What follows belongs to an exercise in optimizing a design on an open flow for small area, a short achievable clock period and few clock cycles per item; a production flow would make more cautious choices.

lane 1:
Design wsc_px3, start of the top module:
module wsc_px3 (
    input  wire         clk,
    input  wire         rst,
    input  wire         in_valid,
    output wire         in_ready,
    input  wire         in_op,        
    input  wire [287:0] in_win,
    output reg          out_valid,
    input  wire         out_ready,
    output reg  [31:0]  out_pix
);
Size in the first run: roughly 230 flip-flops, ~330 I/O pins.
clock: 28.0 ns
lec_check: 0
cap_margin: 20
core_margin: 2
core_utilization: 40
cts_buf_list: sky130_fd_sc_hd__clkbuf_4 sky130_fd_sc_hd__clkbuf_8
cts_cluster_diameter: 60
cts_cluster_size: 20
slew_margin: 20
synth_hierarchical: 1
standard.sh (not shown) runs the stock make flow with config.mk's settings and CLKGATE_MAP_FILE= SYNTH_SCRIPT=/design/flow/synth_recipe.tcl, a recipe that flattens the netlist after the stock synthesis.
==> flow/flow/run.sh <==
#!/bin/bash
set -e
export BUFFER_PORTS_ARGS="-buffer_cell sky130_fd_sc_hd__buf_1"
export SETUP_SLACK_MARGIN=20.35
bash standard.sh > standard.log 2>&1
Every stage of the flow completed for lane 1, and the final layout passed the timing, DRC and antenna checks.
Setup changes, lane 1 to lane 3
--- a/flow/design.v
+++ b/flow/design.v
@@ -111,17 +111,23 @@
     assign xs_Y = {1'b0, Mn[7], c90, c88, c86, c84, c82, c80, c78, s61, s59} + {1'b0, c92, s91, s89, s87, s85, s83, s81, s79, s77, s75};
 endmodule
 module wsc_px3_post (
     input  wire        op,
     input  wire        opn,          
     input  wire [10:0] xs_X,
     input  wire [10:0] xs_Y,
     input  wire [7:0]  M,
-    output wire [7:0]  res
+    output wire [7:0]  res,
+    input  wire [7:0]  k0,
+    input  wire [7:0]  k1,
+    input  wire        k0_valid,
+    input  wire        k0_take_k1,
+    output wire [7:0]  o_next,
+    output wire [7:0]  k0_next
 );
     function lo_ok_f;
         input [7:0] q;
         input [9:0] Al;
         begin
             casez (q)
                 8'b1???????: lo_ok_f = 1'b1;
                 8'b01??????: lo_ok_f = &Al[9:9];
@@ -721,16 +727,18 @@
     wire hi_ones = &{h674, h673, h672, h671, h670, h669, h668, h667, h666, h665, h664, h663, h662, h661, h660, h659, h658};
     wire c27 = k657;
     wire [7:0]  q0 = {c536, c534, c532, c530, c528, c526, c524, c522} + {s537, s535, s533, s531, s529, s527, s525, s523};
     wire [7:0]  q1 = q0 + 8'd1;
     wire [7:0]  q2 = q0 + 8'd2;
     wire lo_ok = c27 ? lo_ok_f(q1, Al) : lo_ok_f(q0, Al);
     wire flag = op & hi_ones & lo_ok;
     assign res = c27 ? (flag ? q2 : q1) : (flag ? q1 : q0);
+    assign o_next  = k0_valid ? k0 : res;
+    assign k0_next = k0_take_k1 ? k1 : res;
 endmodule
 module wsc_px3 (
     input  wire         clk,
     input  wire         rst,
     input  wire         in_valid,
     output wire         in_ready,
     input  wire         in_op,        
     input  wire [287:0] in_win,
@@ -751,64 +759,68 @@
             );
         end
     endgenerate
     reg         s1_valid;
     reg         s1_op;
     reg         s1_opn;       
     reg  [43:0] s1_xsx, s1_xsy;
     reg  [31:0] s1_m;
-    reg  [1:0]  count;            
-    reg  [2:0]  wr_sel, rd_sel;
-    reg  [31:0] q0_pix, q1_pix, q2_pix;
-    assign in_ready = (count == 2'd0) || (count == 2'd1) || (count == 2'd2 && !s1_valid);
+    reg         k0_valid, k1_valid;
+    reg  [31:0] k0_pix, k1_pix;
+    assign in_ready = !k1_valid && !(k0_valid && s1_valid);
     wire accept = in_valid && in_ready;
     always @(posedge clk) begin
         if (rst)
             s1_valid <= 1'b0;
         else
             s1_valid <= accept;
     end
     always @(posedge clk) begin
         s1_op  <= in_op;
         s1_opn <= ~in_op;
         s1_xsx <= xsx_w;
         s1_xsy <= xsy_w;
         s1_m   <= in_win[159:128];              
     end
-    wire [31:0] res;
+    wire        head_free = !out_valid || out_ready;
+    wire [31:0] res, o_next, k0_next;
     generate
         for (c = 0; c < 4; c = c + 1) begin : post
             wsc_px3_post u (
                 .op  (s1_op),
                 .opn (s1_opn),
                 .xs_X(s1_xsx[11*c +: 11]),
                 .xs_Y(s1_xsy[11*c +: 11]),
                 .M   (s1_m[8*c +: 8]),
-                .res (res[8*c +: 8])
+                .res (res[8*c +: 8]),
+                .k0        (k0_pix[8*c +: 8]),
+                .k1        (k1_pix[8*c +: 8]),
+                .k0_valid  (k0_valid),
+                .k0_take_k1(head_free && k1_valid),
+                .o_next    (o_next[8*c +: 8]),
+                .k0_next   (k0_next[8*c +: 8])
             );
         end
     endgenerate
-    wire pop = out_valid && out_ready;
     always @(posedge clk) begin
         if (rst) begin
-            count  <= 2'd0;
-            wr_sel <= 3'b001;
-            rd_sel <= 3'b001;
+            out_valid <= 1'b0;
+            k0_valid  <= 1'b0;
+            k1_valid  <= 1'b0;
+        end else if (head_free) begin
+            out_valid <= k0_valid || s1_valid;
+            k0_valid  <= k1_valid || (k0_valid && s1_valid);
+            k1_valid  <= k1_valid && s1_valid;
         end else begin
-            count <= count + {1'b0, s1_valid} - {1'b0, pop};
-            if (s1_valid)
-                wr_sel <= {wr_sel[1:0], wr_sel[2]};
-            if (pop)
-                rd_sel <= {rd_sel[1:0], rd_sel[2]};
+            k0_valid  <= k0_valid || s1_valid;
+            k1_valid  <= k1_valid || (k0_valid && s1_valid);
         end
     end
     always @(posedge clk) begin
-        if (s1_valid && wr_sel[0]) q0_pix <= res;
-        if (s1_valid && wr_sel[1]) q1_pix <= res;
-        if (s1_valid && wr_sel[2]) q2_pix <= res;
-    end
-    always @* begin
-        out_valid = count != 2'd0;
-        out_pix   = ({32{rd_sel[0]}} & q0_pix) | ({32{rd_sel[1]}} & q1_pix) |
-                    ({32{rd_sel[2]}} & q2_pix);
+        if (head_free)
+            out_pix <= o_next;              
+        if (head_free || !k0_valid)
+            k0_pix <= k0_next;              
+        if (head_free || !k1_valid)
+            k1_pix <= res;
     end
 endmodule
==> run notes <==
Between lane 3 and lane 1, the multi-input logic area is lower for lane 1. fa_1 as the standard cell with the maximum stage delay on the critical path was reported by lane 3, and a222oi_1 by lane 1. Looking at maximum fanout along the worst path, lane 3 sits below lane 1. From lane 1 to lane 3 the numbers moved as follows: growth of design area from synthesis to finish moved down; initial standard-cell utilization of the core moved up; total number of sequential cells moved down; register fraction of the total cell area moved down. Sort lane 3 and lane 1 by x dimension of the die asc -> top: lane 1.
No run of this note included a check of the RTL's function; only the layout flow was run.

[port drivers added, routing unchanged]
Ports are ideal in the flow. The routed layouts listed here were re-timed in OpenROAD.
Step 1 sets driving cells, clkbuf_16 on the clock port and buf_2 on the other inputs (assumed; they add their load-dependent delay and slew).
Step 2 times the ports against the registers' clock, not the clock port: input delays grow and output delays shrink by t, the midpoint of the rising clock arrivals with the driver on.
a / b / c = ideal / step 1 / step 2; a / b = the first two.
| run | t, ns | setup slack, ns | worst setup path at the end | cell pins on the clock port's net |
|---|---|---|---|---|
| lane 1 | 0.708 | 20.167 / 20.100 / 19.703 | input to register | 1 |
| lane 3 | 0.685 | 20.375 / 20.419 / 19.734 | input to register | 1 |
After both steps setup and hold are still met in every run listed. For lane 3, which loses most, drivers alone change the setup slack by +0.044 ns; drivers and shift together by -0.641 ns.
